Background: an optimization exercise with open tools, aiming at small area. Do not read the settings as production practice.
The RTL was checked by simulation tests, not by an equivalence proof against the original design.
Power is estimated from default activity; no workload was simulated.

v13:
Design bitlink, start of the top module:
module bitlink #(
    parameter CLK_PER_US = 16
) (
    input  wire        clk,
    input  wire        rst_n,
    input  wire        sel,
    input  wire        wr,
    input  wire [6:0]  addr,
    input  wire [2:0]  size,
    input  wire [31:0] wdata,
    output wire [31:0] rdata,
    output reg         ready,
    output reg         err,
    output wire        sclk_o,
    output wire        sdio_o,
    output wire        sdio_oe,
    input  wire        sdio_i,
    output wire        ncs_o,
    output wire        nrst_o
);
clock: 12.0 ns
lec_check: 0
cap_margin: 0
core_margin: 2
core_utilization: 40
slew_margin: 0
standard.sh (not shown) runs the stock make flow with config.mk's settings and CLKGATE_MAP_FILE= SYNTH_SCRIPT=/design/flow/synth_recipe.tcl, a recipe that flattens the netlist after the stock synthesis.
==> flow/flow/run.sh <==
#!/bin/bash
# Layout flow: the standard layout (standard.sh: the standard synthesis,
# floorplan, placement, CTS, routing and finish, unchanged), except that the
# ports are buffered with buf_2 cells and the clock tree is built from
# clkbuf_8 clusters of up to 14 registers within 80 um and without dummy
# loads. standard.sh's full output goes to standard.log here; ORFS's own
# per-step logs are under orfs/logs/.
set -euo pipefail
cd "$(dirname "$0")/.."
export BUFFER_PORTS_ARGS="-buffer_cell sky130_fd_sc_hd__buf_2"
export CTS_ARGS="-sink_clustering_enable -repair_clock_nets -dont_use_dummy_load -sink_clustering_size 14 -sink_clustering_max_diameter 80 -buf_list sky130_fd_sc_hd__clkbuf_8"
bash standard.sh > standard.log 2>&1
v13 finished end to end and its layout was clean on timing, DRC and antenna.
> inputs changed (v13 -> v17)
Settings: CTS_CLUSTER_SIZE: unset -> 14; CTS_CLUSTER_DIAMETER: unset -> 80; CTS_BUF_LIST: unset -> sky130_fd_sc_hd__clkbuf_8; CAP_MARGIN: 0 -> 20; CORE_UTILIZATION: 40 -> 55; SLEW_MARGIN: 0 -> 20.
==> flow/run.sh (new file) <==
#!/bin/bash
# synth_recipe.tcl (not shown) runs the flow's synth.tcl, then flattens the netlist and writes it again
# the make line also repeats each setting of config.mk as NAME=value (left out here)
make -C /OpenROAD-flow-scripts/flow DESIGN_CONFIG=/design/flow/config.mk WORK_HOME=/design/flow/orfs CLKGATE_MAP_FILE= SYNTH_SCRIPT=/design/flow/synth_recipe.tcl finish
removed: flow/flow/run.sh
removed: flow/standard.sh
==> results.txt <==
- Relative to v13, fraction of cell area in non-clock buffers increased by 0.99 points in v17.
- In v17 relative to v13, weighted congestion reported at the end of routability-driven placement had gone up by a few percent.
- v17 against v13: area growth from synthesis to layout +0.95 points, first-pass iteration count of the detailed router has increased, initial standard-cell utilization of the core saw an increase, smallest hold slack climbed 28 ps.
- Peak clock frequency supported by timing: v17 lower than v13
- NOTE number of signal-net buffers in the layout v13->v17 increased by a few percent
- v17 ended with every stage complete and zero timing, DRC or antenna violations.
#### Input delta (v46 over v17)
Settings: CTS_CLUSTER_SIZE removed (was 14); CORE_UTILIZATION changed from 55 to 40; CTS_BUF_LIST removed (was sky130_fd_sc_hd__clkbuf_8); CTS_CLUSTER_DIAMETER removed (was 80).
==> flow/flow/run.sh (new file) <==
#!/bin/bash
# Layout flow: the standard layout (standard.sh: the standard synthesis,
# floorplan, placement, CTS, routing and finish, unchanged), except that the
# ports are buffered with buf_2 cells and the clock tree is built from
# clkbuf_8 clusters of up to 14 registers within 80 um and without dummy
# loads. standard.sh's full output goes to standard.log here; ORFS's own
# per-step logs are under orfs/logs/.
set -euo pipefail
cd "$(dirname "$0")/.."
export BUFFER_PORTS_ARGS="-buffer_cell sky130_fd_sc_hd__buf_2"
export CTS_ARGS="-sink_clustering_enable -repair_clock_nets -dont_use_dummy_load -sink_clustering_size 14 -sink_clustering_max_diameter 80 -buf_list sky130_fd_sc_hd__clkbuf_8"
bash standard.sh > standard.log 2>&1
==> flow/standard.sh (new file) <==
#!/bin/bash
# synth_recipe.tcl (not shown) runs the flow's synth.tcl, then flattens the netlist and writes it again
# the make line also repeats each setting of config.mk as NAME=value (left out here)
make -C /OpenROAD-flow-scripts/flow DESIGN_CONFIG=/design/flow/config.mk WORK_HOME=/design/flow/orfs CLKGATE_MAP_FILE= SYNTH_SCRIPT=/design/flow/synth_recipe.tcl "${@:-finish}"
removed: flow/run.sh
[summary]
Compared to v17, v46 leaves more free space in the core.
Relative to v17, the number of global-route vias before repair measured on v46 has decreased by a few percent.
Cell area | v46 vs v17 | v46 smaller
For v39, these inputs were changed with respect to v46:
diff --git a/flow/flow/run.sh b/flow/flow/run.sh
--- a/flow/flow/run.sh
+++ b/flow/flow/run.sh
@@ -4,4 +4,3 @@
-# ports are buffered with buf_2 cells and the clock tree is built from
-# clkbuf_8 clusters of up to 14 registers within 80 um and without dummy
-# loads. standard.sh's full output goes to standard.log here; ORFS's own
-# per-step logs are under orfs/logs/.
+# clock tree is built from clkbuf_8 clusters of up to 14 registers within
+# 80 um and without dummy loads. standard.sh's full output goes to
+# standard.log here; ORFS's own per-step logs are under orfs/logs/.
@@ -10 +8,0 @@
-export BUFFER_PORTS_ARGS="-buffer_cell sky130_fd_sc_hd__buf_2"
--- outcome ---
Non-clock buffer count of v39 exceeds that of v46 by a few percent. v39: worst hold margin 22 ps below v46. Between v39 and v46, it is v39 whose net switching power is lower, by 19 uW. v39: portion of the clock cycle consumed by the worst path in the final layout is 1.4 points higher than what v46 reported. On post-synth net total, v39 and v46 are basically level. v39 vs v46 on number of buffers inserted during clock tree synthesis: v39 is the lower one. The total half-perimeter wirelength after legalization and detailed placement of v39 is lower than that of v46. v39 — fraction of layout cells with a size suffix above 1 1.9 points lower, v46 as reference. Of v39 and v46, it is v39 that has the lower required time of the critical path. v39 — buffering stage count on the worst path with inverters included 1 lower, v46 as reference.
[inputs] v27 vs v39
Settings: CTS_BUF_LIST newly set to sky130_fd_sc_hd__clkbuf_8; CTS_CLUSTER_SIZE newly set to 14; CTS_CLUSTER_DIAMETER newly set to 80.
==> flow/run.sh (new file) <==
#!/bin/bash
# synth_recipe.tcl (not shown) runs the flow's synth.tcl, then flattens the netlist and writes it again
# the make line also repeats each setting of config.mk as NAME=value (left out here)
make -C /OpenROAD-flow-scripts/flow DESIGN_CONFIG=/design/flow/config.mk WORK_HOME=/design/flow/orfs CLKGATE_MAP_FILE= SYNTH_SCRIPT=/design/flow/synth_recipe.tcl finish
removed: flow/flow/run.sh
removed: flow/standard.sh
[summary]
NOTE: final core area utilization in v27 exceeds that of v39. Total power after layout (higher): v27. v27 vs v39 — leakage power total rose about 2%. Looking only at fraction of final layout cells sized beyond drive strength 1, and setting everything else aside, the lower value of v27 and v39 goes to v39. Delta (v27 minus v39): clock period minus worst slack went down 42 ps; non-clock buffer count -1. Re number of sinks driven by the clock tree: no difference whatsoever between v39 and v27. In v27 the sequential share of layout area turned out 0.34 points lower than in v39. On clock insertion delay at the later pin of the skew report, v27 and v39 are neck and neck.
Relative to v27, the following input files were edited for v34:
Settings: removing CTS_CLUSTER_DIAMETER (formerly 80); removing CTS_BUF_LIST (formerly sky130_fd_sc_hd__clkbuf_8); setting GPL_ROUTABILITY_DRIVEN to 0 for the first time; removing CTS_CLUSTER_SIZE (formerly 14).
==> flow/flow/run.sh (new file) <==
#!/bin/bash
# Layout flow: the standard layout (standard.sh: the standard synthesis,
# floorplan, placement, CTS, routing and finish, unchanged), except that the
# ports are buffered with buf_2 cells and the clock tree is built from
# clkbuf_8 clusters of up to 14 registers within 80 um and without dummy
# loads. standard.sh's full output goes to standard.log here; ORFS's own
# per-step logs are under orfs/logs/.
set -euo pipefail
cd "$(dirname "$0")/.."
export BUFFER_PORTS_ARGS="-buffer_cell sky130_fd_sc_hd__buf_2"
export CTS_ARGS="-sink_clustering_enable -repair_clock_nets -dont_use_dummy_load -sink_clustering_size 14 -sink_clustering_max_diameter 80 -buf_list sky130_fd_sc_hd__clkbuf_8"
bash standard.sh > standard.log 2>&1
==> flow/standard.sh (new file) <==
#!/bin/bash
# synth_recipe.tcl (not shown) runs the flow's synth.tcl, then flattens the netlist and writes it again
# the make line also repeats each setting of config.mk as NAME=value (left out here)
make -C /OpenROAD-flow-scripts/flow DESIGN_CONFIG=/design/flow/config.mk WORK_HOME=/design/flow/orfs CLKGATE_MAP_FILE= SYNTH_SCRIPT=/design/flow/synth_recipe.tcl "${@:-finish}"
removed: flow/run.sh
### Flow results
Of v27 and v34, the lower number of antenna diodes belongs to v27. From v34 to v27, number of violations of the max-capacitance limit did not move at all. Comparing v27 and v34, the higher met2 demand-to-capacity share in global routing is on v27. Looking at v27 and v34, the synthesized cell area is a wash. Sequential share of layout area for v34: 0.91 points up relative to v27. All-layer global routing usage down 0.94 points in v34 wrt v27. Taking v27 as the reference point, the combinational fraction of design power of v34 rises by 0.2 points. Delta(register-to-register slack, v34 - v27) > 0.

separate check: timing with driven ports:
In the flow no input, the clock included, has a driving cell. The finished layouts below were timed again as built, in two steps.
Step 1: set_driving_cell puts a clkbuf_16 on clk and a buf_2 on each other input, an assumption about the parent block.
Step 2 moves the port delays by t, midway between the first and last clock arrival at a register: inputs arrive t later, outputs are due t later. That takes back most of the time a late clock gives input paths.
Slacks: no drivers / after step 1 / after step 2; pairs: no drivers / after step 1.
run | t (ns) | setup WS [ns] | worst setup path after step 2
v13 | 0.813 | 0.963 / 0.963 / 0.963 | register to register
v17 | 0.785 | 0.803 / 0.803 / 0.738 | input to register
v46 | 0.817 | 0.997 / 0.997 / 0.997 | register to register
v39 | 0.823 | 0.830 / 0.830 / 0.647 | input to register
v27 | 0.848 | 0.872 / 0.872 / 0.663 | input to register
v34 | 0.810 | 1.024 / 1.024 / 1.024 | register to register
After both steps every run listed still meets setup and hold. The setup slack of v27, which loses most, moves by 0.000 ns with the drivers and by -0.209 ns with both steps.
